Source: an optimization exercise on an open RTL-to-GDS flow (aim: small area, a short achievable clock period and few clock cycles per item). Production flows keep margins and buffers that such runs may drop.
Where RTL was checked, it was by simulation tests only, not by an equivalence proof against the original.

v45:
// tea_core
module tea_core #(parameter integer ARCH = 1) (
    input  wire        clk,
    input  wire        rst,           
    input  wire        in_valid,
    output wire        in_ready,
    input  wire        in_decrypt,    
    input  wire [63:0] in_key,
    input  wire [63:0] in_block,
    output wire        out_valid,
    input  wire        out_ready,
    output wire [63:0] out_block
);
Size: about 1400 cells after synthesis, about 170 flip-flops.
==> flow/config.mk <==
export PLATFORM = sky130hd
export DESIGN_NAME = tea_core
export DESIGN_NICKNAME = tea_core
export VERILOG_FILES = /design/flow/design.v
export SDC_FILE = /design/flow/constraint.sdc
export NUM_CORES = 4
export LEC_CHECK = 0
export ABC_AREA = 1
export CAP_MARGIN = 20
export CORE_MARGIN = 2
export CORE_UTILIZATION = 40
export CTS_BUF_LIST = sky130_fd_sc_hd__clkbuf_4 sky130_fd_sc_hd__clkbuf_8
export SLEW_MARGIN = 20
==> flow/constraint.sdc <==
create_clock -name core_clock -period 12.0 [get_ports {clk}]
set_input_delay 2.4000 -clock core_clock [delete_from_list [all_inputs] [get_ports {clk}]]
set_output_delay 2.4000 -clock core_clock [all_outputs]
set_load 0.01 [all_outputs]
standard.sh (not shown) runs the stock make flow with config.mk's settings and CLKGATE_MAP_FILE= SYNTH_SCRIPT=/design/flow/synth_recipe.tcl, a recipe that flattens the netlist after the stock synthesis.
==> flow/flow/run.sh <==
#!/bin/bash
# Standard ORFS layout, with 1x port buffers and a timing-repair target
# tighter than the clock (the clock and the SDC are unchanged).
set -euo pipefail
bash standard.sh synth > synth.log 2>&1
bash standard.sh SETUP_SLACK_MARGIN=6.5 BUFFER_PORTS_ARGS="-buffer_cell sky130_fd_sc_hd__buf_1" finish > layout.log 2>&1
Testbench counts of v45, summed over its fixed seeds: cycles 67,562, items 1,024.
> inputs changed (v45 -> v2)
==> flow/flow/run.sh <==
#!/bin/bash
# Standard ORFS layout, with 1x port buffers and a timing-repair target
# tighter than the clock (the clock and the SDC are unchanged).
set -euo pipefail
bash standard.sh synth > synth.log 2>&1
bash standard.sh SETUP_SLACK_MARGIN=7 BUFFER_PORTS_ARGS="-buffer_cell sky130_fd_sc_hd__buf_1" finish > layout.log 2>&1
diff --git a/flow/config.mk b/flow/config.mk
--- a/flow/config.mk
+++ b/flow/config.mk
@@ -9,5 +9,4 @@
 export CAP_MARGIN = 20
 export CORE_MARGIN = 2
-export CORE_UTILIZATION = 40
-export CTS_BUF_LIST = sky130_fd_sc_hd__clkbuf_4 sky130_fd_sc_hd__clkbuf_8
+export CORE_UTILIZATION = 60
 export SLEW_MARGIN = 20
Comparing v45 and v2, detailed placer's ending HPWL is higher on v45. Going from v45 to v2, signal arrival time at the worst endpoint rose by 2.66 ns, area overhead of the layout relative to synthesis saw an increase, wire length after detailed routing moved down. The total routed wire length on the met1 layer number comes out lower for v2 vs v45. Compared with v45, v2 shows placed cell area that has gone down slightly. Sort v45 and v2 by later-pin clock latency in the skew report, descending, and v45 comes first. Post-layout minimum cycle time for v2 is higher than for v45.
For v10, these inputs were changed with respect to v2:
diff --git a/flow/config.mk b/flow/config.mk
--- a/flow/config.mk
+++ b/flow/config.mk
@@ -9,4 +9,4 @@
 export CAP_MARGIN = 20
 export CORE_MARGIN = 2
-export CORE_UTILIZATION = 60
+export CORE_UTILIZATION = 40
 export SLEW_MARGIN = 20
Findings:
Required time of the critical path for v10: 2.59 ns down relative to v2. The final reports for v10 and v2 show wire length higher in the former. Relative to v2, the minimum period implied by the final worst setup slack of v10 is lower by 0.16 ns. The first element of the critical path comes out out_ready in one run and a[0] in the other, namely in v10 and v2 respectively. Changes observed in v10 relative to v2: starting density of the core shrank by 21 points, global-route met3 utilization shrank by 2.5 points.
Input changes introduced in v40 (baseline for comparison: v10):
diff --git a/flow/config.mk b/flow/config.mk
--- a/flow/config.mk
+++ b/flow/config.mk
@@ -10,3 +10,4 @@
 export CORE_MARGIN = 2
 export CORE_UTILIZATION = 40
+export CTS_BUF_LIST = sky130_fd_sc_hd__clkbuf_4 sky130_fd_sc_hd__clkbuf_8
 export SLEW_MARGIN = 20
Findings:
- Of v40 and v10, the lower sequential share of layout area belongs to v10.
- Between v10 and v40, the count of placed standard cells in the final layout, fillers left out figures differ only marginally.
- Between v10 and v40, the non-clock buffering overhead in the final layout figures differ only marginally.
- Relative to v10, area added between synthesis and finish has decreased by 1.2 points in v40.
Setup changes, v40 to v27
==> flow/flow/run.sh <==
#!/bin/bash
# Standard ORFS layout, with 1x port buffers and a timing-repair target
# tighter than the clock (the clock and the SDC are unchanged).
set -euo pipefail
bash standard.sh synth > synth.log 2>&1
bash standard.sh SETUP_SLACK_MARGIN=6 BUFFER_PORTS_ARGS="-buffer_cell sky130_fd_sc_hd__buf_1" finish > layout.log 2>&1
### Flow results
- v27 completed; timing, DRC and antenna clean
- Higher utilization goes to v40 over v27.
- [v27] layout overhead on the synthesized area fell 5.4 points relative to v40
- Between v27 and v40, it is v27 whose worst-case headroom to the max-slew limit is lower, by 1.9 points.
- v40 has higher number of clock buffer instances in the layout than v27.
- When the final numbers for v27 and v40 were put side by side, the worst hold slack turned out to be greater in v40.
- Going from v40 to v27, the layout net count was found to have gone down by 29.
## Diff of input files: v26 against v27
==> flow/run.sh (new file) <==
#!/bin/bash
# synth_recipe.tcl (not shown) runs the flow's synth.tcl, then flattens the netlist and writes it again
# the make line also repeats each setting of config.mk as NAME=value (left out here)
make -C /OpenROAD-flow-scripts/flow DESIGN_CONFIG=/design/flow/config.mk WORK_HOME=/design/flow/orfs CLKGATE_MAP_FILE= SYNTH_SCRIPT=/design/flow/synth_recipe.tcl finish
diff --git a/flow/config.mk b/flow/config.mk
--- a/flow/config.mk
+++ b/flow/config.mk
@@ -10,4 +10,3 @@
 export CORE_MARGIN = 2
 export CORE_UTILIZATION = 40
-export CTS_BUF_LIST = sky130_fd_sc_hd__clkbuf_4 sky130_fd_sc_hd__clkbuf_8
 export SLEW_MARGIN = 20
removed: flow/flow/run.sh
removed: flow/standard.sh
==> comparison <==
The higher global-route usage came out of v26.
Compare v26 and v27 | final instance area lower: v27
Post-layout instance count excluding filler cells across v26 and v27: no real change.
Going from v27 to v26, global-route wire length before repair grows by about 2.4%.
v26 ends up with higher total wirelength of the detailed-routed design than v27 does.
Taking v27 as the reference, in v26 relative area of non-clock buffer cells in the final design went up; utilization saw an increase; clock-buffer cell count +5; shortest period the worst path allows moved up.
v27 tops out at a higher clock frequency than v26.

---

Setup of JK:
The RTL this note starts from:
==> flow/design.v <==
module tea_mix #(parameter integer ARCH = 1) (
    input  wire [31:0] v,
    input  wire [31:0] acc,
    input  wire [31:0] a,
    input  wire [31:0] b,
    output wire [31:0] f
);
    wire [31:0] t0, t1, t2;
    tea_add #(.ARCH(ARCH)) u0 (.x({v[27:0], 4'b0000}), .y(a), .ci(1'b0), .s(t0));
    tea_add #(.ARCH(ARCH)) u1 (.x(v), .y(acc), .ci(1'b0), .s(t1));
    tea_add #(.ARCH(ARCH)) u2 (.x({5'b00000, v[31:5]}), .y(b), .ci(1'b0), .s(t2));
    assign f = t0 ^ t1 ^ t2;
endmodule
module tea_add #(parameter integer ARCH = 1) (
    input  wire [31:0] x,
    input  wire [31:0] y,
    input  wire        ci,
    output wire [31:0] s
);
    wire [31:0] p = x ^ y;
    wire [31:0] g0 = x & y;
    wire [31:0] G [0:10];
    wire [31:0] P [0:10];
    assign G[0] = {g0[31:1], g0[0] | (p[0] & ci)};
    assign P[0] = p;
    genvar l, i;
    generate
        if (ARCH == 9) begin : beh
            assign s = x + y + {31'd0, ci};
        end else if (ARCH == 0) begin : rip
            assign P[1] = P[0];
            assign G[1][0] = G[0][0];
            for (i = 1; i < 32; i = i + 1) begin : r
                assign G[1][i] = G[0][i] | (P[0][i] & G[1][i-1]);
            end
            assign s = p ^ {G[1][30:0], ci};
        end else if (ARCH == 2) begin : skl
            for (l = 0; l < 5; l = l + 1) begin : lv
                for (i = 0; i < 32; i = i + 1) begin : b
                    if ((i >> l) & 1) begin : op
                        assign G[l+1][i] = G[l][i] | (P[l][i] & G[l][((i >> l) << l) - 1]);
                        assign P[l+1][i] = P[l][i] & P[l][((i >> l) << l) - 1];
                    end else begin : pass
                        assign G[l+1][i] = G[l][i];
                        assign P[l+1][i] = P[l][i];
                    end
                end
            end
            assign s = p ^ {G[5][30:0], ci};
        end else if (ARCH == 3) begin : ks
            for (l = 0; l < 5; l = l + 1) begin : lv
                for (i = 0; i < 32; i = i + 1) begin : b
                    if (i >= (1 << l)) begin : op
                        assign G[l+1][i] = G[l][i] | (P[l][i] & G[l][i - (1 << l)]);
                        assign P[l+1][i] = P[l][i] & P[l][i - (1 << l)];
                    end else begin : pass
                        assign G[l+1][i] = G[l][i];
                        assign P[l+1][i] = P[l][i];
                    end
                end
            end
            assign s = p ^ {G[5][30:0], ci};
        end else if (ARCH == 4 || ARCH == 5) begin : hc
            for (i = 0; i < 32; i = i + 1) begin : l0
                if (i % 2 == 1) begin : op
                    assign G[1][i] = G[0][i] | (P[0][i] & G[0][i-1]);
                    assign P[1][i] = P[0][i] & P[0][i-1];
                end else begin : pass
                    assign G[1][i] = G[0][i];
                    assign P[1][i] = P[0][i];
                end
            end
            for (l = 1; l < 5; l = l + 1) begin : lv
                for (i = 0; i < 32; i = i + 1) begin : b
                    if (i % 2 == 1 && ARCH == 4 && i >= (1 << l) + 1) begin : opk
                        assign G[l+1][i] = G[l][i] | (P[l][i] & G[l][i - (1 << l)]);
                        assign P[l+1][i] = P[l][i] & P[l][i - (1 << l)];
                    end else if (i % 2 == 1 && ARCH == 5 && ((i >> l) & 1)) begin : ops
                        assign G[l+1][i] = G[l][i] | (P[l][i] & G[l][((i >> l) << l) - 1]);
                        assign P[l+1][i] = P[l][i] & P[l][((i >> l) << l) - 1];
                    end else begin : pass
                        assign G[l+1][i] = G[l][i];
                        assign P[l+1][i] = P[l][i];
                    end
                end
            end
            for (i = 0; i < 32; i = i + 1) begin : l5
                if (i % 2 == 0 && i > 0) begin : op
                    assign G[6][i] = G[5][i] | (P[5][i] & G[5][i-1]);
                    assign P[6][i] = P[5][i] & P[5][i-1];
                end else begin : pass
                    assign G[6][i] = G[5][i];
                    assign P[6][i] = P[5][i];
                end
            end
            assign s = p ^ {G[6][30:0], ci};
        end else begin : bk
            for (l = 0; l < 5; l = l + 1) begin : up
                for (i = 0; i < 32; i = i + 1) begin : b
                    if ((i % (2 << l)) == (2 << l) - 1) begin : op
                        assign G[l+1][i] = G[l][i] | (P[l][i] & G[l][i - (1 << l)]);
                        assign P[l+1][i] = P[l][i] & P[l][i - (1 << l)];
                    end else begin : pass
                        assign G[l+1][i] = G[l][i];
                        assign P[l+1][i] = P[l][i];
                    end
                end
            end
            for (l = 3; l >= 0; l = l - 1) begin : dn
                for (i = 0; i < 32; i = i + 1) begin : b
                    if ((i % (2 << l)) == (1 << l) - 1 && i >= (2 << l)) begin : op
                        assign G[9-l][i] = G[8-l][i] | (P[8-l][i] & G[8-l][i - (1 << l)]);
                        assign P[9-l][i] = P[8-l][i] & P[8-l][i - (1 << l)];
                    end else begin : pass
                        assign G[9-l][i] = G[8-l][i];
                        assign P[9-l][i] = P[8-l][i];
                    end
                end
            end
            assign s = p ^ {G[9][30:0], ci};
        end
    endgenerate
endmodule
module tea_core #(parameter integer ARCH = 1) (
    input  wire        clk,
    input  wire        rst,           
    input  wire        in_valid,
    output wire        in_ready,
    input  wire        in_decrypt,    
    input  wire [63:0] in_key,
    input  wire [63:0] in_block,
    output wire        out_valid,
    input  wire        out_ready,
    output wire [63:0] out_block
);
    reg         busy;       
    reg         vld;        
    reg  [6:0]  cnt;        
    reg         dec;
    reg  [63:0] key;
    reg  [31:0] a, b;
    reg  [31:0] acc;        
    function [31:0] acc_of(input [4:0] m);
        case (m)
            5'd0: acc_of = 32'h9E3779B9;
            5'd1: acc_of = 32'h3C6EF372;
            5'd2: acc_of = 32'hDAA66D2B;
            5'd3: acc_of = 32'h78DDE6E4;
            5'd4: acc_of = 32'h1715609D;
            5'd5: acc_of = 32'hB54CDA56;
            5'd6: acc_of = 32'h5384540F;
            5'd7: acc_of = 32'hF1BBCDC8;
            5'd8: acc_of = 32'h8FF34781;
            5'd9: acc_of = 32'h2E2AC13A;
            5'd10: acc_of = 32'hCC623AF3;
            5'd11: acc_of = 32'h6A99B4AC;
            5'd12: acc_of = 32'h08D12E65;
            5'd13: acc_of = 32'hA708A81E;
            5'd14: acc_of = 32'h454021D7;
            5'd15: acc_of = 32'hE3779B90;
            5'd16: acc_of = 32'h81AF1549;
            5'd17: acc_of = 32'h1FE68F02;
            5'd18: acc_of = 32'hBE1E08BB;
            5'd19: acc_of = 32'h5C558274;
            5'd20: acc_of = 32'hFA8CFC2D;
            5'd21: acc_of = 32'h98C475E6;
            5'd22: acc_of = 32'h36FBEF9F;
            5'd23: acc_of = 32'hD5336958;
            5'd24: acc_of = 32'h736AE311;
            5'd25: acc_of = 32'h11A25CCA;
            5'd26: acc_of = 32'hAFD9D683;
            5'd27: acc_of = 32'h4E11503C;
            5'd28: acc_of = 32'hEC48C9F5;
            5'd29: acc_of = 32'h8A8043AE;
            5'd30: acc_of = 32'h28B7BD67;
            5'd31: acc_of = 32'hC6EF3720;
        endcase
    endfunction
    wire        idle   = ~busy & ~vld;
    wire        accept = in_valid & idle;
    wire        swp    = cnt[6];
    wire        last   = dec ? cnt[6] & ~cnt[0] : (cnt[5:0] == 6'd63);
    wire [6:0]  cnt_nx = idle ? {7{in_decrypt}} : cnt + 7'd1;
    wire [31:0] f;
    tea_mix #(.ARCH(ARCH)) u_mix (.v(a), .acc(acc), .a(key[63:32]), .b(key[31:0]), .f(f));
    wire [31:0] a_step;
    tea_add #(.ARCH(ARCH)) u_add (.x(b), .y(f ^ {32{dec}}), .ci(dec), .s(a_step));
    assign in_ready  = idle;
    assign out_valid = vld;
    assign out_block = {b, a};
    always @(posedge clk) begin
        if (rst) begin
            busy <= 1'b0;
            vld  <= 1'b0;
        end else begin
            if (accept) begin
                busy <= 1'b1;
                vld  <= 1'b0;
            end else if (busy) begin
                if (last) begin
                    busy <= 1'b0;
                    vld  <= 1'b1;
                end
            end else if (out_ready) begin
                vld <= 1'b0;
            end
        end
    end
    always @(posedge clk) begin
        cnt <= cnt_nx;
        acc <= idle ? acc_of(5'd0) : acc_of(cnt_nx[5:1] ^ {5{dec}});
        if (idle) begin
            key <= in_key;
            dec <= in_decrypt;
            a   <= in_block[31:0];
            b   <= in_block[63:32];
        end else if (busy) begin
            a   <= swp ? b : a_step;
            b   <= a;
        end
    end
endmodule
clock: 12.0 ns
lec_check: 0
abc_area: 0
cap_margin: 20
core_margin: 2
core_utilization: 40
slew_margin: 20
==> flow/flow/run.sh <==
#!/bin/bash
# Standard ORFS layout, with 1x port buffers and a timing-repair target
# tighter than the clock (the clock and the SDC are unchanged).
set -euo pipefail
bash standard.sh synth > synth.log 2>&1
bash standard.sh SETUP_SLACK_MARGIN=8 BUFFER_PORTS_ARGS="-buffer_cell sky130_fd_sc_hd__buf_1" finish > layout.log 2>&1
JK finished every stage and its layout cleared the timing, design-rule and antenna checks.
--- input diff JK..MS ---
- changing ABC_AREA from 0 to 1
--- outcome ---
- Across MS and JK, none had a timing, DRC or antenna violation.
- Between JK and MS, the routed wire length does not differ in any meaningful way.
- MS can be clocked faster than JK.
- Sequential share of layout area for MS is higher than for JK.
- Taking JK as the reference, in MS length of routed met3 wiring moved up, HPWL after detailed placement grew by about 2.6%.
Function was not checked in any run of this note: the RTL went through the layout flow alone.

## what the ideal ports hide
How much do the figures lean on ideal ports? The routed layouts below were timed once more, with nothing changed but the port constraints. Step 1: set_driving_cell puts a clkbuf_16 on clk and a buf_2 on each other input, an assumption about the parent block. Step 2 moves the port delays by t, midway between the first and last clock arrival at a register: inputs arrive t later, outputs are due t later. That takes back most of the time a late clock gives input paths. Slacks: ideal ports / drivers / drivers and shift; pairs: ideal ports / drivers.
run | t, ns | setup WS [ns] | slew at the worst register clock pin (ns)
v45 | 0.547 | 6.712 / 6.687 / 6.687 | 0.11 / 0.11
v2 | 0.492 | 6.642 / 6.642 / 6.642 | 0.08 / 0.08
v10 | 0.501 | 6.807 / 6.765 / 6.749 | 0.07 / 0.07
v40 | 0.544 | 6.807 / 6.766 / 6.700 | 0.10 / 0.10
v27 | 0.541 | 6.487 / 6.487 / 6.487 | 0.11 / 0.11
v26 | 0.496 | 5.939 / 5.914 / 5.914 | 0.07 / 0.07
JK | 0.499 | 6.094 / 6.094 / 6.094 | 0.07 / 0.07
MS | 0.504 | 6.721 / 6.721 / 6.721 | 0.08 / 0.08
After both steps setup and hold are still met in every run listed. For v40, which loses most, drivers alone change the setup slack by -0.041 ns; drivers and shift together by -0.107 ns.
